Background: an optimization exercise with open tools, aiming at small area, a short achievable clock period and few clock cycles per item. Do not read the settings as production practice. Only simulation tests tie the RTL to the original design; equivalence was not proved.

### flow/run.sh
#!/bin/bash
# synth_recipe.tcl (not shown) runs the flow's synth.tcl, then flattens the netlist and writes it again
# the make line also repeats each setting of config.mk as NAME=value (left out here)
make -C /OpenROAD-flow-scripts/flow DESIGN_CONFIG=/design/flow/config.mk WORK_HOME=/design/flow/orfs CLKGATE_MAP_FILE= SYNTH_SCRIPT=/design/flow/synth_recipe.tcl finish
### flow/config.mk
export PLATFORM = sky130hd
export DESIGN_NAME = wavetable_osc
export DESIGN_NICKNAME = wavetable_osc
export VERILOG_FILES = /design/flow/design.v
export SDC_FILE = /design/flow/constraint.sdc
export NUM_CORES = 4
export LEC_CHECK = 0
export ABC_AREA = 1
export CAP_MARGIN = 20
export CORE_MARGIN = 2
export CORE_UTILIZATION = 40
export PLACE_DENSITY = 0.55
export SLEW_MARGIN = 20
export SYNTH_HIERARCHICAL = 1
export SYNTH_MEMORY_MAX_BITS = 16384
### flow/constraint.sdc
create_clock -name core_clock -period 30.0 [get_ports {clk}]
set_input_delay 6.0000 -clock core_clock [delete_from_list [all_inputs] [get_ports {clk}]]
set_output_delay 6.0000 -clock core_clock [all_outputs]
set_load 0.01 [all_outputs]
### flow/design.v
module wto_fadd1a (
    input  wire [31:0] a,
    input  wire [31:0] b,
    output wire [66:0] x          
);
    wire        swap = a[30:0] < b[30:0];
    wire [7:0]  ea   = (a[30:23] == 8'd0) ? 8'd1 : a[30:23];
    wire [7:0]  eb   = (b[30:23] == 8'd0) ? 8'd1 : b[30:23];
    wire [7:0]  dab  = ea - eb;
    wire [7:0]  dba  = eb - ea;
    wire [23:0] ma   = {a[30:23] != 8'd0, a[22:0]};
    wire [23:0] mb   = {b[30:23] != 8'd0, b[22:0]};
    assign x = {swap ? b[31] : a[31],            
                a[31] & b[31],                   
                a[31] ^ b[31],                   
                swap ? eb : ea,                  
                swap ? dba : dab,                
                swap ? mb : ma,                  
                swap ? ma : mb};                 
endmodule
module wto_fadd1b (
    input  wire [66:0] x,
    output wire        bs,
    output wire        zs,
    output wire [7:0]  be,
    output wire [27:0] sum        
);
    wire        sub = x[64];
    wire [7:0]  ed  = x[55:48];
    wire [23:0] bm  = x[47:24];
    wire [23:0] sm  = x[23:0];
    reg  [25:0] v;
    reg         st;
    always @(*) begin
        v  = {sm, 2'b00};
        st = 1'b0;
        if (ed[4]) begin st = st | (v[15:0] != 16'd0); v = v >> 16; end
        if (ed[3]) begin st = st | (v[7:0]  != 8'd0);  v = v >> 8;  end
        if (ed[2]) begin st = st | (v[3:0]  != 4'd0);  v = v >> 4;  end
        if (ed[1]) begin st = st | (v[1:0]  != 2'd0);  v = v >> 2;  end
        if (ed[0]) begin st = st | v[0];               v = v >> 1;  end
        if (ed[7:5] != 3'd0) begin
            v  = 26'd0;
            st = (sm != 24'd0);
        end
    end
    assign bs  = x[66];
    assign zs  = x[65];
    assign be  = x[63:56];
    assign sum = sub ? {1'b0, bm, 3'b000} - {2'b00, v, st}
                     : {1'b0, bm, 3'b000} + {2'b00, v, st};
endmodule
module wto_fadd2 #(
    parameter SUBN = 1           
) (
    input  wire        bs,
    input  wire        zs,
    input  wire [7:0]  be,
    input  wire [27:0] sum,
    output wire [31:0] y
);
    wire        hold = (SUBN != 0) && (be == 8'd1);
    reg [26:0] v;
    reg  [4:0] lz;
    always @(*) begin
        v  = sum[26:0];
        lz = 5'd0;
        if (!hold) begin
            if (v[26:11] == 16'd0) begin v = v << 16; lz = lz + 5'd16; end
            if (v[26:19] == 8'd0)  begin v = v << 8;  lz = lz + 5'd8;  end
            if (v[26:23] == 4'd0)  begin v = v << 4;  lz = lz + 5'd4;  end
            if (v[26:25] == 2'd0)  begin v = v << 2;  lz = lz + 5'd2;  end
            if (v[26] == 1'b0)     begin v = v << 1;  lz = lz + 5'd1;  end
        end
    end
    wire [26:0] nrm = sum[27] ? {sum[27:2], sum[1] | sum[0]} : v;
    wire [7:0]  e   = sum[27] ? be + 8'd1 : be - {3'd0, lz};
    wire        rnd = nrm[2] & (nrm[1] | nrm[0] | nrm[3]);
    wire [30:0] pk  = {(nrm[26] ? e : 8'd0), nrm[25:3]} + {30'd0, rnd};
    assign y = (sum == 28'd0) ? {zs, 31'd0} : {bs, pk};
endmodule
module wto_fstep (
    input  wire [37:0] p,
    input  wire        pst,
    input  wire [37:0] w,
    output wire [37:0] y
);
    wire [38:0] x = {1'b0, p} + {1'b0, w};
    reg  [38:0] t;                                   
    always @(*) begin
        t = x;
        t = t | (t >> 1);
        t = t | (t >> 2);
        t = t | (t >> 4);
        t = t | (t >> 8);
        t = t | (t >> 16);
        t = t | (t >> 32);
    end
    wire [37:0] m    = {23'd0, t[38:24]};
    wire [37:0] gsel = {23'd0, t[38:24] & ~{1'b0, t[38:25]}};
    wire        g    = |(x[37:0] & gsel);
    wire        l    = |(x[38:1] & gsel);
    wire        s    = pst | (|(x[36:0] & {23'd0, t[38:25]}));
    wire        rnd  = g & (s | l);
    wire [37:0] up   = (x[37:0] | m) + 38'd1;
    assign y = rnd ? up : (x[37:0] & ~m);
endmodule
module wto_f2x (
    input  wire [31:0] f,
    output wire [37:0] x,
    output wire        st
);
    wire [7:0]  e  = (f[30:23] == 8'd0) ? 8'd1 : f[30:23];
    wire [7:0]  rs = 8'd126 - e;                     
    wire [5:0]  sh = (rs > 8'd63) ? 6'd63 : rs[5:0];
    wire [101:0] v = {f[30:23] != 8'd0, f[22:0], 78'd0} >> sh;
    assign x  = v[101:64];
    assign st = (v[63:0] != 64'd0);
endmodule
module wto_x2f (
    input  wire [37:0] x,
    output reg  [31:0] f
);
    reg [5:0]  lz;
    reg [37:0] n;
    always @(*) begin
        n  = x;
        lz = 6'd0;
        if (n[37:6]  == 32'd0) begin n = n << 32; lz = lz + 6'd32; end
        if (n[37:22] == 16'd0) begin n = n << 16; lz = lz + 6'd16; end
        if (n[37:30] == 8'd0)  begin n = n << 8;  lz = lz + 6'd8;  end
        if (n[37:34] == 4'd0)  begin n = n << 4;  lz = lz + 6'd4;  end
        if (n[37:36] == 2'd0)  begin n = n << 2;  lz = lz + 6'd2;  end
        if (n[37] == 1'b0)     begin n = n << 1;  lz = lz + 6'd1;  end
        if (x == 38'd0) f = 32'd0;
        else            f = {1'b0, 8'd126 - {2'd0, lz}, n[36:14]};
    end
endmodule
module wto_kunit (
    input  wire [37:0] p,
    input  wire        pst,
    output wire [4:0]  u,
    output wire [23:0] kn,
    output wire [4:0]  kl,
    output wire        kone,
    output wire        kzero
);
    wire        big = (p[37:32] != 6'd0);
    wire [4:0]  ub  = p[37:33] - {4'd0, ~p[32]};
    reg  [32:0] kb;
    reg  [4:0]  lz;
    always @(*) begin
        kb = {~p[32], p[31:0]};
        lz = 5'd0;
        if (kb[32:17] == 16'd0) begin kb = kb << 16; lz = lz + 5'd16; end
        if (kb[32:25] == 8'd0)  begin kb = kb << 8;  lz = lz + 5'd8;  end
        if (kb[32:29] == 4'd0)  begin kb = kb << 4;  lz = lz + 5'd4;  end
        if (kb[32:31] == 2'd0)  begin kb = kb << 2;  lz = lz + 5'd2;  end
        if (kb[32] == 1'b0)     begin kb = kb << 1;  lz = lz + 5'd1;  end
    end
    wire [23:0] a   = p[31:8];
    wire        g   = p[7];
    wire        st  = pst | (p[6:0] != 7'd0);
    wire [24:0] b   = {1'b0, a} + {24'd0, g & (st | a[0])};
    wire [24:0] kf  = 25'h0800000 + {1'b0, b[24:1]} + {24'd0, b[0] & b[1]};
    assign u     = big ? ub : 5'd31;
    assign kn    = big ? kb[32:9] : (kf[24] ? 24'h800000 : kf[23:0]);
    assign kl    = big ? lz : 5'd0;
    assign kone  = ~big & kf[24];
    assign kzero = big & p[32] & (p[31:0] == 32'd0);
endmodule
module wto_mul24 (
    input  wire [23:0] a,
    input  wire [23:0] b,
    output wire [47:0] p
);
    wire [25:0] y = {2'd0, a};
    wire o0 = y[0] ^ 1'b0;
    wire t0 = (y[1] & ~y[0] & ~1'b0) | (~y[1] & y[0] & 1'b0);
    wire n0 = y[1];
    wire [25:0] m0 = (o0 ? {2'b00, b} : 26'd0) | (t0 ? {1'b0, b, 1'b0} : 26'd0);
    wire [25:0] q0 = m0 ^ {26{n0}};
    wire [47:0] r0 = {19'd0, {~n0, n0, n0, q0}};
    wire o1 = y[2] ^ y[1];
    wire t1 = (y[3] & ~y[2] & ~y[1]) | (~y[3] & y[2] & y[1]);
    wire n1 = y[3];
    wire [25:0] m1 = (o1 ? {2'b00, b} : 26'd0) | (t1 ? {1'b0, b, 1'b0} : 26'd0);
    wire [25:0] q1 = m1 ^ {26{n1}};
    wire [47:0] r1 = {18'd0, {1'b1, ~n1, q1}, 2'd0};
    wire o2 = y[4] ^ y[3];
    wire t2 = (y[5] & ~y[4] & ~y[3]) | (~y[5] & y[4] & y[3]);
    wire n2 = y[5];
    wire [25:0] m2 = (o2 ? {2'b00, b} : 26'd0) | (t2 ? {1'b0, b, 1'b0} : 26'd0);
    wire [25:0] q2 = m2 ^ {26{n2}};
    wire [47:0] r2 = {16'd0, {1'b1, ~n2, q2}, 4'd0};
    wire o3 = y[6] ^ y[5];
    wire t3 = (y[7] & ~y[6] & ~y[5]) | (~y[7] & y[6] & y[5]);
    wire n3 = y[7];
    wire [25:0] m3 = (o3 ? {2'b00, b} : 26'd0) | (t3 ? {1'b0, b, 1'b0} : 26'd0);
    wire [25:0] q3 = m3 ^ {26{n3}};
    wire [47:0] r3 = {14'd0, {1'b1, ~n3, q3}, 6'd0};
    wire o4 = y[8] ^ y[7];
    wire t4 = (y[9] & ~y[8] & ~y[7]) | (~y[9] & y[8] & y[7]);
    wire n4 = y[9];
    wire [25:0] m4 = (o4 ? {2'b00, b} : 26'd0) | (t4 ? {1'b0, b, 1'b0} : 26'd0);
    wire [25:0] q4 = m4 ^ {26{n4}};
    wire [47:0] r4 = {12'd0, {1'b1, ~n4, q4}, 8'd0};
    wire o5 = y[10] ^ y[9];
    wire t5 = (y[11] & ~y[10] & ~y[9]) | (~y[11] & y[10] & y[9]);
    wire n5 = y[11];
    wire [25:0] m5 = (o5 ? {2'b00, b} : 26'd0) | (t5 ? {1'b0, b, 1'b0} : 26'd0);
    wire [25:0] q5 = m5 ^ {26{n5}};
    wire [47:0] r5 = {10'd0, {1'b1, ~n5, q5}, 10'd0};
    wire o6 = y[12] ^ y[11];
    wire t6 = (y[13] & ~y[12] & ~y[11]) | (~y[13] & y[12] & y[11]);
    wire n6 = y[13];
    wire [25:0] m6 = (o6 ? {2'b00, b} : 26'd0) | (t6 ? {1'b0, b, 1'b0} : 26'd0);
    wire [25:0] q6 = m6 ^ {26{n6}};
    wire [47:0] r6 = {8'd0, {1'b1, ~n6, q6}, 12'd0};
    wire o7 = y[14] ^ y[13];
    wire t7 = (y[15] & ~y[14] & ~y[13]) | (~y[15] & y[14] & y[13]);
    wire n7 = y[15];
    wire [25:0] m7 = (o7 ? {2'b00, b} : 26'd0) | (t7 ? {1'b0, b, 1'b0} : 26'd0);
    wire [25:0] q7 = m7 ^ {26{n7}};
    wire [47:0] r7 = {6'd0, {1'b1, ~n7, q7}, 14'd0};
    wire o8 = y[16] ^ y[15];
    wire t8 = (y[17] & ~y[16] & ~y[15]) | (~y[17] & y[16] & y[15]);
    wire n8 = y[17];
    wire [25:0] m8 = (o8 ? {2'b00, b} : 26'd0) | (t8 ? {1'b0, b, 1'b0} : 26'd0);
    wire [25:0] q8 = m8 ^ {26{n8}};
    wire [47:0] r8 = {4'd0, {1'b1, ~n8, q8}, 16'd0};
    wire o9 = y[18] ^ y[17];
    wire t9 = (y[19] & ~y[18] & ~y[17]) | (~y[19] & y[18] & y[17]);
    wire n9 = y[19];
    wire [25:0] m9 = (o9 ? {2'b00, b} : 26'd0) | (t9 ? {1'b0, b, 1'b0} : 26'd0);
    wire [25:0] q9 = m9 ^ {26{n9}};
    wire [47:0] r9 = {2'd0, {1'b1, ~n9, q9}, 18'd0};
    wire o10 = y[20] ^ y[19];
    wire t10 = (y[21] & ~y[20] & ~y[19]) | (~y[21] & y[20] & y[19]);
    wire n10 = y[21];
    wire [25:0] m10 = (o10 ? {2'b00, b} : 26'd0) | (t10 ? {1'b0, b, 1'b0} : 26'd0);
    wire [25:0] q10 = m10 ^ {26{n10}};
    wire [47:0] r10 = {{1'b1, ~n10, q10}, 20'd0};
    wire o11 = y[22] ^ y[21];
    wire t11 = (y[23] & ~y[22] & ~y[21]) | (~y[23] & y[22] & y[21]);
    wire n11 = y[23];
    wire [25:0] m11 = (o11 ? {2'b00, b} : 26'd0) | (t11 ? {1'b0, b, 1'b0} : 26'd0);
    wire [25:0] q11 = m11 ^ {26{n11}};
    wire [49:0] rw11 = {{1'b1, ~n11, q11}, 22'd0};
    wire [47:0] r11 = rw11[47:0];
    wire o12 = y[24] ^ y[23];
    wire t12 = (y[25] & ~y[24] & ~y[23]) | (~y[25] & y[24] & y[23]);
    wire n12 = y[25];
    wire [25:0] m12 = (o12 ? {2'b00, b} : 26'd0) | (t12 ? {1'b0, b, 1'b0} : 26'd0);
    wire [25:0] q12 = m12 ^ {26{n12}};
    wire [51:0] rw12 = {{1'b1, ~n12, q12}, 24'd0};
    wire [47:0] r12 = rw12[47:0];
    wire [47:0] r13 = {1'b0, 1'b0, 1'b0, 1'b0, 1'b0, 1'b0, 1'b0, 1'b0, 1'b0, 1'b0, 1'b0, 1'b0, 1'b0, 1'b0, 1'b0, 1'b0, 1'b0, 1'b0, 1'b0, 1'b0, 1'b0, 1'b0, 1'b0, n12, 1'b0, n11, 1'b0, n10, 1'b0, n9, 1'b0, n8, 1'b0, n7, 1'b0, n6, 1'b0, n5, 1'b0, n4, 1'b0, n3, 1'b0, n2, 1'b0, n1, 1'b0, n0};
    wire [47:0] s0 = r0 ^ r1 ^ r2;
    wire [47:0] c0w = (r0 & r1) | (r0 & r2) | (r1 & r2);
    wire [47:0] c0 = {c0w[46:0], 1'b0};
    wire [47:0] s1 = r3 ^ r4 ^ r5;
    wire [47:0] c1w = (r3 & r4) | (r3 & r5) | (r4 & r5);
    wire [47:0] c1 = {c1w[46:0], 1'b0};
    wire [47:0] s2 = r6 ^ r7 ^ r8;
    wire [47:0] c2w = (r6 & r7) | (r6 & r8) | (r7 & r8);
    wire [47:0] c2 = {c2w[46:0], 1'b0};
    wire [47:0] s3 = r9 ^ r10 ^ r11;
    wire [47:0] c3w = (r9 & r10) | (r9 & r11) | (r10 & r11);
    wire [47:0] c3 = {c3w[46:0], 1'b0};
    wire [47:0] s4 = s0 ^ c0 ^ s1;
    wire [47:0] c4w = (s0 & c0) | (s0 & s1) | (c0 & s1);
    wire [47:0] c4 = {c4w[46:0], 1'b0};
    wire [47:0] s5 = c1 ^ s2 ^ c2;
    wire [47:0] c5w = (c1 & s2) | (c1 & c2) | (s2 & c2);
    wire [47:0] c5 = {c5w[46:0], 1'b0};
    wire [47:0] s6 = s3 ^ c3 ^ r12;
    wire [47:0] c6w = (s3 & c3) | (s3 & r12) | (c3 & r12);
    wire [47:0] c6 = {c6w[46:0], 1'b0};
    wire [47:0] s7 = s4 ^ c4 ^ s5;
    wire [47:0] c7w = (s4 & c4) | (s4 & s5) | (c4 & s5);
    wire [47:0] c7 = {c7w[46:0], 1'b0};
    wire [47:0] s8 = c5 ^ s6 ^ c6;
    wire [47:0] c8w = (c5 & s6) | (c5 & c6) | (s6 & c6);
    wire [47:0] c8 = {c8w[46:0], 1'b0};
    wire [47:0] s9 = s7 ^ c7 ^ s8;
    wire [47:0] c9w = (s7 & c7) | (s7 & s8) | (c7 & s8);
    wire [47:0] c9 = {c9w[46:0], 1'b0};
    wire [47:0] s10 = s9 ^ c9 ^ c8;
    wire [47:0] c10w = (s9 & c9) | (s9 & c8) | (c9 & c8);
    wire [47:0] c10 = {c10w[46:0], 1'b0};
    wire [47:0] s11 = s10 ^ c10 ^ r13;
    wire [47:0] c11w = (s10 & c10) | (s10 & r13) | (c10 & r13);
    wire [47:0] c11 = {c11w[46:0], 1'b0};
    assign p = s11 + c11;
endmodule
module wto_mul7 (
    input  wire [6:0] a,
    input  wire [23:0] b,
    output wire [30:0] p
);
    wire [7:0] y = {1'd0, a};
    wire o0 = y[0] ^ 1'b0;
    wire t0 = (y[1] & ~y[0] & ~1'b0) | (~y[1] & y[0] & 1'b0);
    wire n0 = y[1];
    wire [25:0] m0 = (o0 ? {2'b00, b} : 26'd0) | (t0 ? {1'b0, b, 1'b0} : 26'd0);
    wire [25:0] q0 = m0 ^ {26{n0}};
    wire [30:0] r0 = {2'd0, {~n0, n0, n0, q0}};
    wire o1 = y[2] ^ y[1];
    wire t1 = (y[3] & ~y[2] & ~y[1]) | (~y[3] & y[2] & y[1]);
    wire n1 = y[3];
    wire [25:0] m1 = (o1 ? {2'b00, b} : 26'd0) | (t1 ? {1'b0, b, 1'b0} : 26'd0);
    wire [25:0] q1 = m1 ^ {26{n1}};
    wire [30:0] r1 = {1'd0, {1'b1, ~n1, q1}, 2'd0};
    wire o2 = y[4] ^ y[3];
    wire t2 = (y[5] & ~y[4] & ~y[3]) | (~y[5] & y[4] & y[3]);
    wire n2 = y[5];
    wire [25:0] m2 = (o2 ? {2'b00, b} : 26'd0) | (t2 ? {1'b0, b, 1'b0} : 26'd0);
    wire [25:0] q2 = m2 ^ {26{n2}};
    wire [31:0] rw2 = {{1'b1, ~n2, q2}, 4'd0};
    wire [30:0] r2 = rw2[30:0];
    wire o3 = y[6] ^ y[5];
    wire t3 = (y[7] & ~y[6] & ~y[5]) | (~y[7] & y[6] & y[5]);
    wire n3 = y[7];
    wire [25:0] m3 = (o3 ? {2'b00, b} : 26'd0) | (t3 ? {1'b0, b, 1'b0} : 26'd0);
    wire [25:0] q3 = m3 ^ {26{n3}};
    wire [33:0] rw3 = {{1'b1, ~n3, q3}, 6'd0};
    wire [30:0] r3 = rw3[30:0];
    wire [30:0] r4 = {1'b0, 1'b0, 1'b0, 1'b0, 1'b0, 1'b0, 1'b0, 1'b0, 1'b0, 1'b0, 1'b0, 1'b0, 1'b0, 1'b0, 1'b0, 1'b0, 1'b0, 1'b0, 1'b0, 1'b0, 1'b0, 1'b0, 1'b0, 1'b0, n3, 1'b0, n2, 1'b0, n1, 1'b0, n0};
    wire [30:0] s0 = r0 ^ r1 ^ r2;
    wire [30:0] c0w = (r0 & r1) | (r0 & r2) | (r1 & r2);
    wire [30:0] c0 = {c0w[29:0], 1'b0};
    wire [30:0] s1 = s0 ^ c0 ^ r3;
    wire [30:0] c1w = (s0 & c0) | (s0 & r3) | (c0 & r3);
    wire [30:0] c1 = {c1w[29:0], 1'b0};
    wire [30:0] s2 = s1 ^ c1 ^ r4;
    wire [30:0] c2w = (s1 & c1) | (s1 & r4) | (c1 & r4);
    wire [30:0] c2 = {c2w[29:0], 1'b0};
    assign p = s2 + c2;
endmodule
module wto_kmul1 (
    input  wire [23:0] kn,
    input  wire [22:0] dm,
    output wire [25:0] ph,        
    output wire        pst        
);
    wire [47:0] p;
    wto_mul24 u_m (.a(kn), .b({1'b1, dm}), .p(p));
    assign ph  = p[47:22];
    assign pst = (p[21:0] != 22'd0);
endmodule
module wto_kmul2 (
    input  wire [25:0] ph,
    input  wire        pst,
    input  wire        ds,
    input  wire [7:0]  de,
    input  wire [4:0]  kl,
    input  wire        kone,
    input  wire        kzero,
    output wire [31:0] y
);
    wire [7:0]  e   = de - 8'd1 - {3'd0, kl} + {7'd0, ph[25]} + {7'd0, kone};
    wire [22:0] m   = ph[25] ? ph[24:2] : ph[23:1];
    wire        g   = ph[25] ? ph[1] : ph[0];
    wire        st  = ph[25] ? (ph[0] | pst) : pst;
    wire        lsb = m[0];
    wire        rnd = g & (st | lsb);
    wire [30:0] r   = {e, m} + {30'd0, rnd};
    assign y = (kzero || de == 8'd0) ? {ds, 31'd0} : {ds, r};
endmodule
module wto_wround (
    input  wire [30:0] p,                                   
    input  wire [2:0]  wc,
    input  wire [31:0] d,
    output wire [31:0] y
);
    wire [7:0]  e   = d[30:23] - {5'd0, wc} - {7'd0, ~p[30]};
    wire [22:0] m   = p[30] ? p[29:7] : p[28:6];
    wire        g   = p[30] ? p[6] : p[5];
    wire        st  = p[30] ? (p[5:0] != 6'd0) : (p[4:0] != 5'd0);
    wire        rnd = g & (st | m[0]);
    assign y = (d[30:0] == 31'd0) ? {d[31], 31'd0} : {d[31], {e, m} + {30'd0, rnd}};
endmodule
module wto_wt_rom (
    input  wire [6:0]  addr,    
    output reg  [31:0] data
);
    always @(*) begin
        case (addr)
            7'd0: data = 32'h3F58D499;
            7'd1: data = 32'h3F7AE148;
            7'd2: data = 32'h3F56EF10;
            7'd3: data = 32'h3F54E4FB;
            7'd4: data = 32'h3F37A0F5;
            7'd5: data = 32'h3F331E2B;
            7'd6: data = 32'h3F170BA6;
            7'd7: data = 32'h3F11DE04;
            7'd8: data = 32'h3EEC68B1;
            7'd9: data = 32'h3EE1846C;
            7'd10: data = 32'h3EAA8E78;
            7'd11: data = 32'h3E9F68D1;
            7'd12: data = 32'h3E514260;
            7'd13: data = 32'h3E3AB5CF;
            7'd14: data = 32'h3D9AA60C;
            7'd15: data = 32'h3D5AAAED;
            7'd16: data = 32'h3F145553;
            7'd17: data = 32'h3F7AE148;
            7'd18: data = 32'h3F3224BD;
            7'd19: data = 32'h3F343EBD;
            7'd20: data = 32'h3F32C910;
            7'd21: data = 32'h3F0C560D;
            7'd22: data = 32'h3F0EE46B;
            7'd23: data = 32'h3EFE0E55;
            7'd24: data = 32'h3EC9470B;
            7'd25: data = 32'h3ECA2568;
            7'd26: data = 32'h3E9DE1F3;
            7'd27: data = 32'h3E71D5D5;
            7'd28: data = 32'h3E667188;
            7'd29: data = 32'h3E01A55E;
            7'd30: data = 32'h3DA14795;
            7'd31: data = 32'h3D512A15;
            7'd32: data = 32'h3EE78EB0;
            7'd33: data = 32'h3F7AE148;
            7'd34: data = 32'h3F6331F5;
            7'd35: data = 32'h3F26F943;
            7'd36: data = 32'h3F243767;
            7'd37: data = 32'h3F2E9E82;
            7'd38: data = 32'h3F128F41;
            7'd39: data = 32'h3EE5D2CC;
            7'd40: data = 32'h3EE2167D;
            7'd41: data = 32'h3EDA3DB0;
            7'd42: data = 32'h3EA1770B;
            7'd43: data = 32'h3E699229;
            7'd44: data = 32'h3E62B48C;
            7'd45: data = 32'h3E36E155;
            7'd46: data = 32'h3D8A0FF7;
            7'd47: data = 32'h3B57B1D2;
            7'd48: data = 32'h3EB33EE4;
            7'd49: data = 32'h3F5D41BF;
            7'd50: data = 32'h3F7AE148;
            7'd51: data = 32'h3F4D722D;
            7'd52: data = 32'h3F1B1B1D;
            7'd53: data = 32'h3F0E2BAA;
            7'd54: data = 32'h3F180F48;
            7'd55: data = 32'h3F13A5C9;
            7'd56: data = 32'h3EEC6235;
            7'd57: data = 32'h3EACFCF0;
            7'd58: data = 32'h3E94D81E;
            7'd59: data = 32'h3E967AB9;
            7'd60: data = 32'h3E83D680;
            7'd61: data = 32'h3E1C63E0;
            7'd62: data = 32'h3D3A83A4;
            7'd63: data = 32'h3B0196F6;
            7'd64: data = 32'h3E808CD5;
            7'd65: data = 32'h3F2F0DDD;
            7'd66: data = 32'h3F702DA1;
            7'd67: data = 32'h3F7AE148;
            7'd68: data = 32'h3F5B7A00;
            7'd69: data = 32'h3F2B4B5A;
            7'd70: data = 32'h3F03402B;
            7'd71: data = 32'h3EE0A91D;
            7'd72: data = 32'h3EDF6B2B;
            7'd73: data = 32'h3EE77AD0;
            7'd74: data = 32'h3EDC2805;
            7'd75: data = 32'h3EB16530;
            7'd76: data = 32'h3E62D2D2;
            7'd77: data = 32'h3DCF4CDB;
            7'd78: data = 32'h3CCFCD73;
            7'd79: data = 32'h3A848B02;
            7'd80: data = 32'h3E4E8237;
            7'd81: data = 32'h3F11D560;
            7'd82: data = 32'h3F57431F;
            7'd83: data = 32'h3F7A9100;
            7'd84: data = 32'h3F7AE148;
            7'd85: data = 32'h3F5F687A;
            7'd86: data = 32'h3F34B7B4;
            7'd87: data = 32'h3F08A6CB;
            7'd88: data = 32'h3ECC64BB;
            7'd89: data = 32'h3EA5327F;
            7'd90: data = 32'h3E992019;
            7'd91: data = 32'h3E9B53FB;
            7'd92: data = 32'h3E9AB36B;
            7'd93: data = 32'h3E88D564;
            7'd94: data = 32'h3E3EDBAE;
            7'd95: data = 32'h3D896100;
            7'd96: data = 32'h3E173C18;
            7'd97: data = 32'h3EDBA74C;
            7'd98: data = 32'h3F2B8311;
            7'd99: data = 32'h3F59755E;
            7'd100: data = 32'h3F7441FD;
            7'd101: data = 32'h3F7AE148;
            7'd102: data = 32'h3F6EB6A3;
            7'd103: data = 32'h3F5342CF;
            7'd104: data = 32'h3F2D8B25;
            7'd105: data = 32'h3F034DA2;
            7'd106: data = 32'h3EB44236;
            7'd107: data = 32'h3E5A8EC0;
            7'd108: data = 32'h3DDEB889;
            7'd109: data = 32'h3D2C2E48;
            7'd110: data = 32'h3C1AA93F;
            7'd111: data = 32'h39BAE0E6;
            7'd112: data = 32'h3DC5AD1B;
            7'd113: data = 32'h3E925BA5;
            7'd114: data = 32'h3EEDAC28;
            7'd115: data = 32'h3F1FED3B;
            7'd116: data = 32'h3F42DF08;
            7'd117: data = 32'h3F5E53B4;
            7'd118: data = 32'h3F713D23;
            7'd119: data = 32'h3F7AE148;
            7'd120: data = 32'h3F7AE148;
            7'd121: data = 32'h3F713D23;
            7'd122: data = 32'h3F5E53B4;
            7'd123: data = 32'h3F42DF08;
            7'd124: data = 32'h3F1FED3B;
            7'd125: data = 32'h3EEDAC28;
            7'd126: data = 32'h3E925BA5;
            7'd127: data = 32'h3DC5AD1B;
            default: data = 32'h00000000;
        endcase
    end
endmodule
module wto_nb_rom (
    input  wire [2:0]  addr,
    output reg  [31:0] data
);
    always @(*) begin
        case (addr)
            3'd0: data = 32'h42100000;   
            3'd1: data = 32'h42400000;   
            3'd2: data = 32'h42700000;   
            3'd3: data = 32'h42870000;   
            3'd4: data = 32'h429E0000;   
            3'd5: data = 32'h42B60000;   
            3'd6: data = 32'h42CE0000;   
            3'd7: data = 32'h42E60000;   
            default: data = 32'h00000000;
        endcase
    end
endmodule
module wto_d_rom (
    input  wire [6:0]  addr,    
    output reg  [31:0] data
);
    always @(*) begin
        case (addr)
            7'd0: data = 32'h3E0832BC;
            7'd1: data = 32'hBE0FC8E0;
            7'd2: data = 32'hBC028540;
            7'd3: data = 32'hBDEA2030;
            7'd4: data = 32'hBC905940;
            7'd5: data = 32'hBDE09428;
            7'd6: data = 32'hBCA5B440;
            7'd7: data = 32'hBDDD4D5C;
            7'd8: data = 32'hBCAE4450;
            7'd9: data = 32'hBDDBD7D0;
            7'd10: data = 32'hBCB25A70;
            7'd11: data = 32'hBDDB1E84;
            7'd12: data = 32'hBCB46488;
            7'd13: data = 32'hBDDAC592;
            7'd14: data = 32'hBCB54256;
            7'd15: data = 32'hBDDAAAED;
            7'd16: data = 32'h3ECD17EA;
            7'd17: data = 32'hBE917916;
            7'd18: data = 32'h3C068000;
            7'd19: data = 32'hBBBAD680;
            7'd20: data = 32'hBE19CC0C;
            7'd21: data = 32'h3C239780;
            7'd22: data = 32'hBD7DD408;
            7'd23: data = 32'hBDD31D28;
            7'd24: data = 32'h3ADE5D00;
            7'd25: data = 32'hBDB10DD4;
            7'd26: data = 32'hBD93DC22;
            7'd27: data = 32'hBC3644D0;
            7'd28: data = 32'hBDC99854;
            7'd29: data = 32'hBD44064E;
            7'd30: data = 32'hBCE2CA2A;
            7'd31: data = 32'hBDD12A15;
            7'd32: data = 32'h3F0719F0;
            7'd33: data = 32'hBDBD7A98;
            7'd34: data = 32'hBE70E2C8;
            7'd35: data = 32'hBC307700;
            7'd36: data = 32'h3D2671B0;
            7'd37: data = 32'hBDE07A08;
            7'd38: data = 32'hBDFD2ED8;
            7'd39: data = 32'hBBEF13C0;
            7'd40: data = 32'hBC7B19A0;
            7'd41: data = 32'hBDE31A94;
            7'd42: data = 32'hBDB2B7DA;
            7'd43: data = 32'hBBDBB3A0;
            7'd44: data = 32'hBD2F4CDC;
            7'd45: data = 32'hBDE3B2B3;
            7'd46: data = 32'hBD835268;
            7'd47: data = 32'hBBD7B1D2;
            7'd48: data = 32'h3F03A24D;
            7'd49: data = 32'h3DECFC48;
            7'd50: data = 32'hBE35BC6C;
            7'd51: data = 32'hBE495C40;
            7'd52: data = 32'hBD4EF730;
            7'd53: data = 32'h3D1E39E0;
            7'd54: data = 32'hBC8D2FE0;
            7'd55: data = 32'hBDEBA574;
            7'd56: data = 32'hBDFD9514;
            7'd57: data = 32'hBD412690;
            7'd58: data = 32'h3B514D80;
            7'd59: data = 32'hBD1521C8;
            7'd60: data = 32'hBDD69240;
            7'd61: data = 32'hBDDB85EE;
            7'd62: data = 32'hBD326A35;
            7'd63: data = 32'hBB8196F6;
            7'd64: data = 32'h3EDD8EE5;
            7'd65: data = 32'h3E823F88;
            7'd66: data = 32'h3D2B3A70;
            7'd67: data = 32'hBDFB3A40;
            7'd68: data = 32'hBE40BA98;
            7'd69: data = 32'hBE202CBC;
            7'd70: data = 32'hBD975CE4;
            7'd71: data = 32'hBB1EF900;
            7'd72: data = 32'h3C80FA50;
            7'd73: data = 32'hBCB52CB0;
            7'd74: data = 32'hBDAB0B54;
            7'd75: data = 32'hBDFFEF1C;
            7'd76: data = 32'hBDF658C9;
            7'd77: data = 32'hBD9B597E;
            7'd78: data = 32'hBCC784C3;
            7'd79: data = 32'hBB048B02;
            7'd80: data = 32'h3EBC69A4;
            7'd81: data = 32'h3E8ADB7E;
            7'd82: data = 32'h3E0D3784;
            7'd83: data = 32'h3AA09000;
            7'd84: data = 32'hBDDBC670;
            7'd85: data = 32'hBE2AC318;
            7'd86: data = 32'hBE3043A4;
            7'd87: data = 32'hBE09D1B6;
            7'd88: data = 32'hBD9CC8F0;
            7'd89: data = 32'hBCC12660;
            7'd90: data = 32'h3B8CF880;
            7'd91: data = 32'hBAA09000;
            7'd92: data = 32'hBD0EF038;
            7'd93: data = 32'hBDA59E34;
            7'd94: data = 32'hBDF4565C;
            7'd95: data = 32'hBE096100;
            7'd96: data = 32'h3E900940;
            7'd97: data = 32'h3E76BDAC;
            7'd98: data = 32'h3E37C934;
            7'd99: data = 32'h3DD664F8;
            7'd100: data = 32'h3CD3E960;
            7'd101: data = 32'hBD42AA50;
            7'd102: data = 32'hBDDB9EA0;
            7'd103: data = 32'hBE16DEA8;
            7'd104: data = 32'hBE28F60C;
            7'd105: data = 32'hBE24B21C;
            7'd106: data = 32'hBE0DF5AC;
            7'd107: data = 32'hBDD664F7;
            7'd108: data = 32'hBD88A165;
            7'd109: data = 32'hBD0583F8;
            7'd110: data = 32'hBC14D238;
            7'd111: data = 32'hBA3AE0E6;
            7'd112: data = 32'h3E41E0BC;
            7'd113: data = 32'h3E36A106;
            7'd114: data = 32'h3E245C9C;
            7'd115: data = 32'h3E0BC734;
            7'd116: data = 32'h3DDBA560;
            7'd117: data = 32'h3D974B78;
            7'd118: data = 32'h3D1A4250;
            7'd119: data = 32'h00000000;
            7'd120: data = 32'hBD1A4250;
            7'd121: data = 32'hBD974B78;
            7'd122: data = 32'hBDDBA560;
            7'd123: data = 32'hBE0BC734;
            7'd124: data = 32'hBE245C9C;
            7'd125: data = 32'hBE36A106;
            7'd126: data = 32'hBE41E0BC;
            7'd127: data = 32'hBE45AD1B;
            default: data = 32'h00000000;
        endcase
    end
endmodule
module wto_d0_rom (
    input  wire [2:0]  addr,    
    output reg  [31:0] data
);
    always @(*) begin
        case (addr)
            3'd0: data = 32'h3FD8D499;
            3'd1: data = 32'h3F945553;
            3'd2: data = 32'h3F678EB0;
            3'd3: data = 32'h3F333EE4;
            3'd4: data = 32'h3F008CD5;
            3'd5: data = 32'h3ECE8237;
            3'd6: data = 32'h3E973C18;
            3'd7: data = 32'h3E45AD1B;
            default: data = 32'h00000000;
        endcase
    end
endmodule
module wavetable_osc (
    input  wire        clk,
    input  wire        rst,             
    input  wire        cmd_valid,
    output wire        cmd_ready,
    input  wire [31:0] cmd_word,
    input  wire [31:0] cmd_w0,
    output reg         smp_valid,
    output reg  [31:0] smp_data,
    output wire        idle,
    output reg  [31:0] phase,
    output reg         reset_pending,
    output reg         err_cmd,
    output reg         err_w0
);
    localparam [3:0] OP_INIT = 4'd1, OP_FILL = 4'd2, OP_NOTE_ON = 4'd3,
                     OP_NOTE_OFF = 4'd4, OP_PARAM = 4'd5;
    function [31:0] q31_encode;
        input [31:0] x;
        reg [31:0] mag;
        begin
            if (x[30:23] >= 8'd127)
                q31_encode = x[31] ? 32'h80000000 : 32'h7FFFFFFF;
            else begin
                if (x[30:23] >= 8'd119)
                    mag = {8'd0, 1'b1, x[22:0]} << (x[30:23] - 8'd119);
                else if (x[30:23] >= 8'd95)
                    mag = {8'd0, 1'b1, x[22:0]} >> (8'd119 - x[30:23]);
                else
                    mag = 32'd0;
                q31_encode = x[31] ? -mag : mag;
            end
        end
    endfunction
    reg         rdy_q, idle_q;
    reg         h_full;
    reg  [31:0] h_cw, h_w0;
    assign cmd_ready = rdy_q;
    assign idle      = idle_q;
    wire acc = cmd_valid & rdy_q;
    reg  [37:0] pf;                  
    reg         pst;                 
    reg  [11:0] g_left;              
    reg         g_slow;              
    reg         g_big;               
    reg         g_zero;              
    reg  [37:0] g_wx;                
    reg  [31:0] g_wf;                
    reg  [2:0]  g_row;               
    reg         g_xf;                
    reg  [6:0]  g_wn;                
    reg  [2:0]  g_wc;                
    reg         g_w1;
    reg  [2:0]  sc;                  
    reg         jB2, jB3, jC, jD;    
    wire [3:0] op     = h_cw[31:28];
    reg        free_q, emit_q;
    wire       free   = free_q;
    wire       exec   = h_full & free;
    wire       emit   = emit_q;
    wire cap_en = ~h_full | free;
    always @(posedge clk)
        if (cap_en) begin
            h_cw <= cmd_word;
            h_w0 <= cmd_w0;
        end
    wire       inject = emit & g_slow;
    wire       w0_ok  = (h_w0[30:23] != 8'hFF) && (!h_w0[31] || h_w0[30:0] == 31'd0);
    wire       fillok = (op == OP_FILL) && w0_ok;
    wire       fill   = exec && fillok;
    wire       zphase = (exec && op == OP_INIT) || (fill && reset_pending);
    wire [15:0] pitch = h_cw[15:0];
    function [2:0] nb_scan;
        input [16:0] v;
        begin
            if      (v <= 17'd9216)  nb_scan = 3'd0;    
            else if (v <= 17'd12288) nb_scan = 3'd1;    
            else if (v <= 17'd15360) nb_scan = 3'd2;    
            else if (v <= 17'd17280) nb_scan = 3'd3;    
            else if (v <= 17'd20224) nb_scan = 3'd4;    
            else if (v <= 17'd23296) nb_scan = 3'd5;    
            else if (v <= 17'd26368) nb_scan = 3'd6;    
            else                     nb_scan = 3'd7;    
        end
    endfunction
    wire [2:0] sel_i0 = nb_scan({1'b0, pitch});
    wire [2:0] sel_i1 = nb_scan({1'b0, pitch} + 17'd256);
    wire       sel_xf = (sel_i0 != sel_i1) && (pitch[7:0] != 8'd0);
    wire       sel_w1 = (pitch[7:0] >= 8'd128);
    reg  [2:0] sel_wc;
    integer    wi;
    always @(*) begin
        sel_wc = 3'd6;
        for (wi = 0; wi <= 6; wi = wi + 1)
            if (pitch[wi]) sel_wc = 3'd6 - wi[2:0];
    end
    wire [6:0] sel_wn = pitch[6:0] << sel_wc;
    wire [7:0]  w_e    = h_w0[30:23];
    wire        w_zero = (h_w0[30:0] == 31'd0);
    wire        w_big  = (w_e >= 8'd150);
    wire        w_slow = !w_zero && !w_big && (w_e < 8'd113 || w_e > 8'd126);
    wire [7:0]  w_sh   = w_e - 8'd112;                                   
    wire [37:0] w_x    = {14'd0, 1'b1, h_w0[22:0]} << w_sh[3:0];
    wire [37:0] pf_step;
    wto_fstep u_fs (.p(pf), .pst(pst), .w(g_wx), .y(pf_step));
    reg  [31:0] C_s1;
    reg  [31:0] S_q;                 
    always @(posedge clk)
        if (jC) S_q <= C_s1;
    wire [37:0] s_x;
    wire        s_st;
    wto_f2x u_f2x (.f(S_q), .x(s_x), .st(s_st));
    wire        s_ge1 = (S_q[30:23] >= 8'd127);
    wire        s_int = (S_q[30:23] >= 8'd150);
    wire [7:0]  s_ni  = S_q[30:23] - 8'd127;                  
    wire [22:0] s_fr  = S_q[22:0] << s_ni[4:0];               
    wire [31:0] pf_float;
    wto_x2f u_x2f (.x(pf), .f(pf_float));
    wire [11:0] frames    = h_cw[27:16];
    wire        f_eq0     = (frames == 12'd0);
    wire        f_le1     = (frames[11:1] == 11'd0);
    wire        gl_eq0    = (g_left == 12'd0);
    wire        gl_eq1    = (g_left == 12'd1);
    wire        gl_eq2    = (g_left == 12'd2);
    wire        gd_eq0    = gl_eq0 | (gl_eq1 & emit);
    wire        gd_le1    = gl_eq0 | gl_eq1 | (gl_eq2 & emit);
    wire [11:0] g_left_nx = fill ? frames : (emit ? g_left - 12'd1 : g_left);
    wire        gn_eq0    = fill ? f_eq0 : gd_eq0;
    wire        h_full_nx = acc | (h_full & ~exec);
    wire        slow_nx   = fill ? w_slow : g_slow;
    wire        free_f    = w_slow ? f_eq0 : f_le1;
    wire        free_g    = g_slow ? (gd_eq0 & ~inject & ~jB2 & ~jB3) : gd_le1;
    wire        free_nx   = fill ? free_f : free_g;
    wire [2:0]  sc_nx     = fill ? (w_slow ? 3'd2 : 3'd0) : inject ? 3'd5 : (sc != 3'd0) ? sc - 3'd1 : 3'd0;
    wire        emit_nx   = ~gn_eq0 & (sc_nx == 3'd0);
    reg vA, vB1, vB2, vB3, vC, vD0, vD1, vD2, vE0, vE1, vE2, vE3, vF;
    reg rst_q;
    always @(posedge clk)
        rst_q <= rst;
    always @(posedge clk) begin
        if (rst) begin
            rdy_q  <= 1'b0;
            idle_q <= 1'b0;
        end else if (rst_q) begin
            rdy_q  <= 1'b1;
            idle_q <= 1'b0;
        end else begin
            rdy_q  <= ~h_full_nx | free_nx;
            idle_q <= ~h_full_nx & gn_eq0 & ~inject & ~jB2 & ~jB3 & ~jC & ~emit
                      & ~vA & ~vB1 & ~vB2 & ~vB3 & ~vC & ~vD0 & ~vD1 & ~vD2 & ~vE0 & ~vE1
                      & ~vE2 & ~vE3 & ~vF;
        end
    end
    always @(posedge clk) begin
        if (rst_q) begin
            h_full        <= 1'b0;
            g_left        <= 12'd0;
            g_slow        <= 1'b0;
            sc            <= 3'd0;
            free_q        <= 1'b1;
            emit_q        <= 1'b0;
            jB2           <= 1'b0;
            jB3           <= 1'b0;
            jC            <= 1'b0;
            jD            <= 1'b0;
            pf            <= 38'd0;
            pst           <= 1'b0;
            phase         <= 32'd0;
            reset_pending <= 1'b0;
            err_cmd       <= 1'b0;
            err_w0        <= 1'b0;
        end else begin
            h_full <= h_full_nx;
            g_left <= g_left_nx;
            g_slow <= slow_nx;
            jB2    <= inject;
            jB3    <= jB2;
            jC     <= jB3;
            jD     <= jC;
            sc     <= sc_nx;
            free_q <= free_nx;
            emit_q <= emit_nx;
            if (zphase) begin
                pf    <= 38'd0;
                pst   <= 1'b0;
                phase <= 32'd0;
            end else if (jD) begin
                if (s_int) begin
                    pf    <= 38'd0;
                    pst   <= 1'b0;
                    phase <= 32'd0;
                end else if (s_ge1) begin
                    pf    <= {s_fr, 15'd0};
                    pst   <= 1'b0;
                end else begin
                    pf    <= s_x;
                    pst   <= s_st;
                    phase <= S_q;
                end
            end else begin
                if (emit && !g_slow) begin
                    if (!g_zero) begin
                        pf  <= g_big ? 38'd0 : pf_step;
                        pst <= 1'b0;
                    end
                end
                if (!pst) phase <= pf_float;
            end
            if (exec) begin
                case (op)
                    OP_INIT:     reset_pending <= 1'b0;
                    OP_NOTE_ON:  reset_pending <= 1'b1;
                    OP_NOTE_OFF: ;
                    OP_PARAM:    ;
                    OP_FILL: begin
                        if (!w0_ok) err_w0 <= 1'b1;
                        else        reset_pending <= 1'b0;
                    end
                    default:     err_cmd <= 1'b1;
                endcase
            end
        end
    end
    always @(posedge clk)
        if (free) begin
            g_big  <= w_big;
            g_zero <= w_zero;
            g_wx   <= w_x;
            g_wf   <= {1'b0, h_w0[30:0]};
            g_row  <= sel_i0;
            g_xf   <= sel_xf;
            g_wn   <= sel_wn;
            g_wc   <= sel_wc;
            g_w1   <= sel_w1;
        end
    wire [4:0]  k_u, k_l;
    wire [23:0] k_n;
    wire        k_one, k_zero;
    wto_kunit u_k (.p(pf), .pst(pst), .u(k_u), .kn(k_n), .kl(k_l), .kone(k_one), .kzero(k_zero));
    wire [3:0]  k_j   = k_u[4] ? 4'd14 - k_u[3:0] : k_u[3:0];
    wire        k_u31 = (k_u == 5'd31);
    wire [2:0]  row1  = g_row + 3'd1;
    wire [31:0] dm_r0, dm_r1, ds_r0, ds_r1;
    wto_d_rom  u_d0 (.addr({g_row, k_j}), .data(dm_r0));
    wto_d_rom  u_d1 (.addr({row1, k_j}),  .data(dm_r1));
    wto_d0_rom u_e0 (.addr(g_row),        .data(ds_r0));
    wto_d0_rom u_e1 (.addr(row1),         .data(ds_r1));
    wire [31:0] d_r0 = k_u31 ? ds_r0 : dm_r0;
    wire [31:0] d_r1 = k_u31 ? ds_r1 : dm_r1;
    reg  [23:0] A_kn;
    reg  [4:0]  A_kl;
    reg         A_kone, A_kzero;
    reg  [31:0] A_d0, A_d1;
    reg  [4:0]  A_u;
    reg  [2:0]  A_row;
    reg         A_xf;
    reg  [10:0] A_wt;
    always @(posedge clk) begin
        A_kn    <= k_n;
        A_kl    <= k_l;
        A_kone  <= k_one;
        A_kzero <= k_zero;
        A_d0    <= d_r0;
        A_d1    <= d_r1;
        A_u     <= k_u;
        A_row   <= g_row;
        A_xf    <= g_xf;
        A_wt    <= {g_w1, g_wc, g_wn};
    end
    wire [25:0] p0h, p1h;
    wire        p0s, p1s;
    wto_kmul1 u_p0 (.kn(A_kn), .dm(A_d0[22:0]), .ph(p0h), .pst(p0s));
    wto_kmul1 u_p1 (.kn(A_kn), .dm(A_d1[22:0]), .ph(p1h), .pst(p1s));
    reg  [25:0] B1_p0, B1_p1;
    reg         B1_p0s, B1_p1s;
    reg  [8:0]  B1_d0, B1_d1;        
    reg  [4:0]  B1_kl;
    reg         B1_kone, B1_kzero;
    reg  [4:0]  B1_u;
    reg  [2:0]  B1_row;
    reg         B1_xf;
    reg  [10:0] B1_wt;
    always @(posedge clk) begin
        B1_p0    <= p0h;
        B1_p1    <= p1h;
        B1_p0s   <= p0s;
        B1_p1s   <= p1s;
        B1_d0    <= A_d0[31:23];
        B1_d1    <= A_d1[31:23];
        B1_kl    <= A_kl;
        B1_kone  <= A_kone;
        B1_kzero <= A_kzero;
        B1_u     <= A_u;
        B1_row   <= A_row;
        B1_xf    <= A_xf;
        B1_wt    <= A_wt;
    end
    wire [31:0] m_r0, m_r1, wt_r0, wt_r1;
    wto_kmul2 u_r0 (.ph(B1_p0), .pst(B1_p0s), .ds(B1_d0[8]), .de(B1_d0[7:0]),
                    .kl(B1_kl), .kone(B1_kone), .kzero(B1_kzero), .y(m_r0));
    wto_kmul2 u_r1 (.ph(B1_p1), .pst(B1_p1s), .ds(B1_d1[8]), .de(B1_d1[7:0]),
                    .kl(B1_kl), .kone(B1_kone), .kzero(B1_kzero), .y(m_r1));
    wire [3:0] x0 = B1_u[3:0] ^ {4{B1_u[4]}};
    wto_wt_rom u_w0 (.addr({B1_row, x0}),        .data(wt_r0));
    wto_wt_rom u_w1 (.addr({B1_row + 3'd1, x0}), .data(wt_r1));
    wire [31:0] a_r0 = {wt_r0[31] ^ B1_u[4], wt_r0[30:0]};
    wire [31:0] a_r1 = {wt_r1[31] ^ B1_u[4], wt_r1[30:0]};
    wire [66:0] o_r0, o_r1;
    wto_fadd1a u_o0 (.a(a_r0), .b(m_r0), .x(o_r0));
    wto_fadd1a u_o1 (.a(inject ? phase : a_r1), .b(inject ? g_wf : m_r1), .x(o_r1));
    reg  [66:0] B2_o0, B2_o1;
    reg         B2_xf;
    reg  [10:0] B2_wt;
    always @(posedge clk) begin
        B2_o0 <= o_r0;
        B2_o1 <= o_r1;
        B2_xf <= B1_xf;
        B2_wt <= B1_wt;
    end
    wire        x0_bs, x0_zs, x1_bs, x1_zs;
    wire [7:0]  x0_be, x1_be;
    wire [27:0] x0_sum, x1_sum;
    wto_fadd1b u_a0 (.x(B2_o0), .bs(x0_bs), .zs(x0_zs), .be(x0_be), .sum(x0_sum));
    wto_fadd1b u_a1 (.x(B2_o1), .bs(x1_bs), .zs(x1_zs), .be(x1_be), .sum(x1_sum));
    reg         B3_bs0, B3_zs0, B3_bs1, B3_zs1;
    reg  [7:0]  B3_be0, B3_be1;
    reg  [27:0] B3_sum0, B3_sum1;
    reg         B3_xf;
    reg  [10:0] B3_wt;
    always @(posedge clk) begin
        B3_bs0 <= x0_bs; B3_zs0 <= x0_zs; B3_be0 <= x0_be; B3_sum0 <= x0_sum;
        B3_bs1 <= x1_bs; B3_zs1 <= x1_zs; B3_be1 <= x1_be; B3_sum1 <= x1_sum;
        B3_xf  <= B2_xf;
        B3_wt  <= B2_wt;
    end
    wire [31:0] s_r0, s_r1;
    wto_fadd2 #(.SUBN(0)) u_c0 (.bs(B3_bs0), .zs(B3_zs0), .be(B3_be0), .sum(B3_sum0), .y(s_r0));
    wto_fadd2             u_c1 (.bs(B3_bs1), .zs(B3_zs1), .be(B3_be1), .sum(B3_sum1), .y(s_r1));
    reg  [31:0] C_s0;
    reg         C_xf;
    reg  [10:0] C_wt;
    always @(posedge clk) begin
        C_s0 <= s_r0;
        C_s1 <= s_r1;
        C_xf <= B3_xf;
        C_wt <= B3_wt;
    end
    wire [66:0] y0_o;
    wto_fadd1a u_d2o (.a(C_s1), .b({~C_s0[31], C_s0[30:0]}), .x(y0_o));
    reg  [66:0] D0_o;
    reg  [31:0] D0_s0;
    reg         D0_xf;
    reg  [10:0] D0_wt;
    always @(posedge clk) begin
        D0_o  <= y0_o;
        D0_s0 <= C_s0;
        D0_xf <= C_xf;
        D0_wt <= C_wt;
    end
    wire        y0_bs, y0_zs;
    wire [7:0]  y0_be;
    wire [27:0] y0_sum;
    wto_fadd1b u_d2a (.x(D0_o), .bs(y0_bs), .zs(y0_zs), .be(y0_be), .sum(y0_sum));
    reg         D1_bs, D1_zs;
    reg  [7:0]  D1_be;
    reg  [27:0] D1_sum;
    reg  [31:0] D1_s0;
    reg         D1_xf;
    reg  [10:0] D1_wt;
    always @(posedge clk) begin
        D1_bs <= y0_bs; D1_zs <= y0_zs; D1_be <= y0_be; D1_sum <= y0_sum;
        D1_s0 <= D0_s0;
        D1_xf <= D0_xf;
        D1_wt <= D0_wt;
    end
    wire [31:0] d2;
    wto_fadd2 #(.SUBN(0)) u_d2b (.bs(D1_bs), .zs(D1_zs), .be(D1_be), .sum(D1_sum), .y(d2));
    reg  [31:0] D2_d2, D2_s0;
    reg         D2_xf;
    reg  [10:0] D2_wt;
    always @(posedge clk) begin
        D2_d2 <= d2;
        D2_s0 <= D1_s0;
        D2_xf <= D1_xf;
        D2_wt <= D1_wt;
    end
    wire [30:0] wp;
    wto_mul7 u_m2 (.a(D2_wt[6:0]), .b({1'b1, D2_d2[22:0]}), .p(wp));
    reg  [30:0] E0_p;
    reg  [31:0] E0_d2, E0_s0;
    reg         E0_xf;
    reg  [3:0]  E0_wt;
    always @(posedge clk) begin
        E0_p  <= wp;
        E0_d2 <= D2_d2;
        E0_s0 <= D2_s0;
        E0_xf <= D2_xf;
        E0_wt <= D2_wt[10:7];
    end
    wire [31:0] m2;
    wto_wround u_wr (.p(E0_p), .wc(E0_wt[2:0]), .d(E0_d2), .y(m2));
    reg  [31:0] E1_m2, E1_s0;
    always @(posedge clk) begin
        E1_m2 <= !E0_xf ? 32'd0 : E0_wt[3] ? E0_d2 : m2;
        E1_s0 <= E0_s0;
    end
    wire [66:0] z0_o;
    wto_fadd1a u_sxo (.a(E1_s0), .b(E1_m2), .x(z0_o));
    reg  [66:0] E2_o;
    always @(posedge clk)
        E2_o <= z0_o;
    wire        z0_bs, z0_zs;
    wire [7:0]  z0_be;
    wire [27:0] z0_sum;
    wto_fadd1b u_sxa (.x(E2_o), .bs(z0_bs), .zs(z0_zs), .be(z0_be), .sum(z0_sum));
    reg         E3_bs, E3_zs;
    reg  [7:0]  E3_be;
    reg  [27:0] E3_sum;
    always @(posedge clk) begin
        E3_bs <= z0_bs; E3_zs <= z0_zs; E3_be <= z0_be; E3_sum <= z0_sum;
    end
    wire [31:0] sx;
    wto_fadd2 #(.SUBN(0)) u_sxb (.bs(E3_bs), .zs(E3_zs), .be(E3_be), .sum(E3_sum), .y(sx));
    reg  [31:0] F_s;
    always @(posedge clk)
        F_s <= sx;
    always @(posedge clk)
        smp_data <= q31_encode(F_s);
    always @(posedge clk) begin
        if (rst_q) begin
            vA <= 1'b0; vB1 <= 1'b0; vB2 <= 1'b0; vB3 <= 1'b0; vC <= 1'b0; vD0 <= 1'b0;
            vD1 <= 1'b0; vD2 <= 1'b0; vE0 <= 1'b0; vE1 <= 1'b0; vE2 <= 1'b0; vE3 <= 1'b0;
            vF <= 1'b0;
        end else begin
            vA <= emit; vB1 <= vA; vB2 <= vB1; vB3 <= vB2; vC <= vB3; vD0 <= vC;
            vD1 <= vD0; vD2 <= vD1; vE0 <= vD2; vE1 <= vE0; vE2 <= vE1; vE3 <= vE2;
            vF <= vE3;
        end
    end
    always @(posedge clk)
        smp_valid <= vF & ~rst & ~rst_q;
endmodule
==> qor.yml <==
routing:
  num_vias: 169928
  dr.pass1.iters: 7
  wirelength_um: 663100
  vias_per_cell: 5.439
  drcViolationCount: 0
  wl_per_cell_um: 21.23
  ant_nets: 0
  drtIter0Drc: 18459
sta:
  rsz0062_at_grt: "false"
  finalSetupViolations: 0
  hold_viol: 0
  worst_pin_slew_ps: 1137
  fin_skew_ps: 121.2
  finalCriticalPeriod_ps: 7985
  setup_ws_ps: 22020
  slew-limit-headroom_pct: 24.12
  drv_slew: 0
  final.period_utilization_pct: 26.62
  hold_slack_ps: 293.9
  clock.fmax_mhz: 125.2
  finalSetupTns_ps: 0
yosys:
  ys_seq_area_share_pct: 18.26
  ys.flop_type: "dfxtp_1"
  synth_seq_cells: 1422
  synthesis.area_um2: 165900
  yosysWarnings: 16
  synth_edf_count: 182
  synth-async-reset-ratio_pct: 0
  syn_inst: 26332
  synth_area_per_cell_um2: 6.300
  yosysUniqueCellTypes: 90
placement:
  dp.cells: 30909
  numPortBuffers: 136
  place_area_um2: 168900
  dpl_worst_slack_ps: 22520
  hpwlAfterDp_um: 516600
  routabilityCongestion: 0.9973
finish:
  drive_above_1_share_pct: 7.648
  area_growth_pct: 5.708
  final_cell_mix: "8084 x nand2_1, 3342 x inv_1, 2244 x nand3_1"
  final_common_cell: "nand2_1"
  nNetsFinal: 27242
  nFillCells: 44785
  fin_cells: 31243
  design_area_um2: 175300
grt:
  grt_use_total_pct: 30.51
  grt_max_degree: 189
  grt_overflow: 0
  antenna_found_initial: 17
  grt_first_pass_wirelength_um: 993400
  first_global_vias: 159189
worst_setup_path:
  path_buf_inv: 1
  crit_chain: "clkdlybuf4s50_1"
  cp_slowest_cell: "clkdlybuf4s50_1"
  crit_cells: 1
  arrival_ps: 1980
  critical_path_class: "flip-flop to output pin"
  r2r_slack_ps: 22400
  r2r_start: "A_kn[15]"
  crit_family: "buffers and inverters"
  required_ps: 24000
  r2r-end: "B1_p0s"
  end_kind: "output pin"
  start_kind: "flip-flop"
  slowest_delay_ps: 610
  cp-endpoint: "phase[1]"
  reg2reg_depth: 26
  crit_start: "phase[1]"
  worstPathMaxFanout: 3
clock_tree:
  clockRootBuffer: "clkbuf_16"
  h-tree-depth: 4
  postCtsSetupBuffers: 0
  clk_latency_ps: 950
  cts.repair.resized: 0
  clockBufferDepth: 4
  cts_tree: "yes"
  cts_made_buffers: 176
  clk_pin_slew_ps: 70
  cts_hold_buf: 0
  clock-sinks: 1422
min_path:
  min_from: "E0_s0[11]"
  hp-class: "flip-flop to flip-flop"
flow_run:
  max_cap_viol_count: 0
floorplan:
  die_y_um: 648.0
  boundaryPins: 137
  rows: 236
  core-area_um2: 413100
  initial_core_util_pct: 40.15
  die-width_um: 648.0
  die_area_um2: 419900
run_status:
  status: "complete, no violations"
==> modules after synthesis (local to each module, per instance), a selection <==
module / area (µm²) / cells / times used
wto_mul7: 5359 / 803 / 1
wto_kmul2: 2062 / 379 / 2
wto_d_rom: 4433 / 996 / 2
wto_kunit: 3408 / 686 / 1
wto_x2f: 2187 / 501 / 1
wto_fstep: 5539 / 1139 / 1
wto_fadd2: 3822 / 772 / 1
wto_kmul1: 82.58 / 21 / 2
wto_fadd1b: 4701 / 898 / 4
wto_d0_rom: 389.1 / 70 / 2
==> layer usage <==
layer	vias up	share of wire [%]	track usage [%]	wire length, µm
li1	82117	-	-	-
met1	79229	44	41.55	290100
met2	7134	43	47.78	288200
met3	1436	7.7	4.372	51300
met4	12	5.0	13.44	33480
met5	-	0.013	0	86
==> sequential cells by signal (all words and copies together) (netlist names), 38 cells and up <==
signal  flops
B2_o0      67
D0_o       67
B2_o1      67
g_wx       38
E2_o       67
pf         38
==> Yosys cell counts, types with 40 or more instances <==
cell      count  area share, %
nand3_2     116           0.70
o21bai_1     40           0.18
o21a_1       44           0.20
buf_6       155            1.1
o211ai_1     69           0.31
inv_2       181           0.41
nand4_1     278            1.0
xnor2_1      65           0.34
nor4_1       54           0.20
o21ai_0    1053            3.2
nor2_1     2185            4.9
buf_4       184           0.83
o21ai_1     205           0.62
or2_2        40           0.15
nand2_1    8086             18
a31oi_1     107           0.40
nor3_1      200           0.60
nand3_1    2244            6.8
ha_1        959            7.2
nand2_4      54           0.37
inv_1      3348            7.6
o22ai_2     102           0.77
a21oi_1     814            2.5
xor2_1      988            5.2
mux2_2       65           0.44
o21ai_2      59           0.31
fa_1        601            7.3
nand2_2     320            1.2
nor2_4      132           0.90
buf_2       438            1.3
o22ai_1     604            2.3
nor2_2      190           0.72
buf_1       151           0.34
clkbuf_1    357           0.81
edfxtp_1    182            3.3
dfxtp_1    1240             15
==> stage by stage <==
| step | util, % |
|---|---|
| 6_report | 42.45 |
| 5_1_grt | 42.44 |
| 4_1_cts | 42.43 |
| 3_5_place_dp | 40.89 |
| 3_3_place_gp | 40.89 |
| 2_1_floorplan | - |
==> how the worst min path moves through the flow <==
stage                      to  slack (ps)  cells past startpoint
floorplan            B1_d0[0]         310                      0
global placement    E1_s0[15]         310                      0
detailed placement     B3_bs0         310                      0
CTS                 E1_s0[11]         290                      0
global route         E0_wt[0]         310                      0
finish              E1_s0[11]         290                      0
==> layout make-up <==
cell class	instances	area [µm²]	share of cell area (%)
antenna	9	22.52	0.01284
clock buffer	221	4960	2.829
clock inverter	102	1394	0.7949
inverter	3574	13490	7.693
multi-input combinational	20073	115100	65.66
sequential	1422	30330	17.30
tap	5474	6849	3.906
timing repair buffer	368	3168	1.807
==> logic make-up after synthesis <==
| group | synth area share [%] |
|---|---|
| AND/OR/NAND/NOR | 36.74 |
| buffers and inverters | 12.55 |
| AO/OA/AOI/OAI | 11.68 |
| adder cells (fa/ha/maj) | 14.49 |
| flip-flops | 18.26 |
| XOR/XNOR | 5.596 |
| multiplexers | 0.6585 |
| other | 0.03168 |
Testbench counts, summed over its fixed seeds: cycles 41,430, items 41,154.

-- re-timing with driven ports --
Ports are ideal in the flow. The routed layout listed here was re-timed in OpenROAD.
Step 1 assumes that a clkbuf_16 drives the clock port and a buf_2 every other input.
Step 2 also shifts input and output timing later by t, the mid clock arrival at the registers, as if the neighbouring blocks saw the same clock.
a / b / c = no drivers / after step 1 / after step 2; a / b = the first two.
shift t [ns]: 0.999
setup slack, ns: 22.015 / 21.902 / 22.399
clock arrival spread, ns: 0.125 / 0.124
worst data-port slew with drivers (ns): 0.08
pins driven straight from the clock port: 1
After both steps this run still meets setup and hold. For this run, drivers alone change the setup slack by -0.113 ns; drivers and shift together by +0.384 ns.
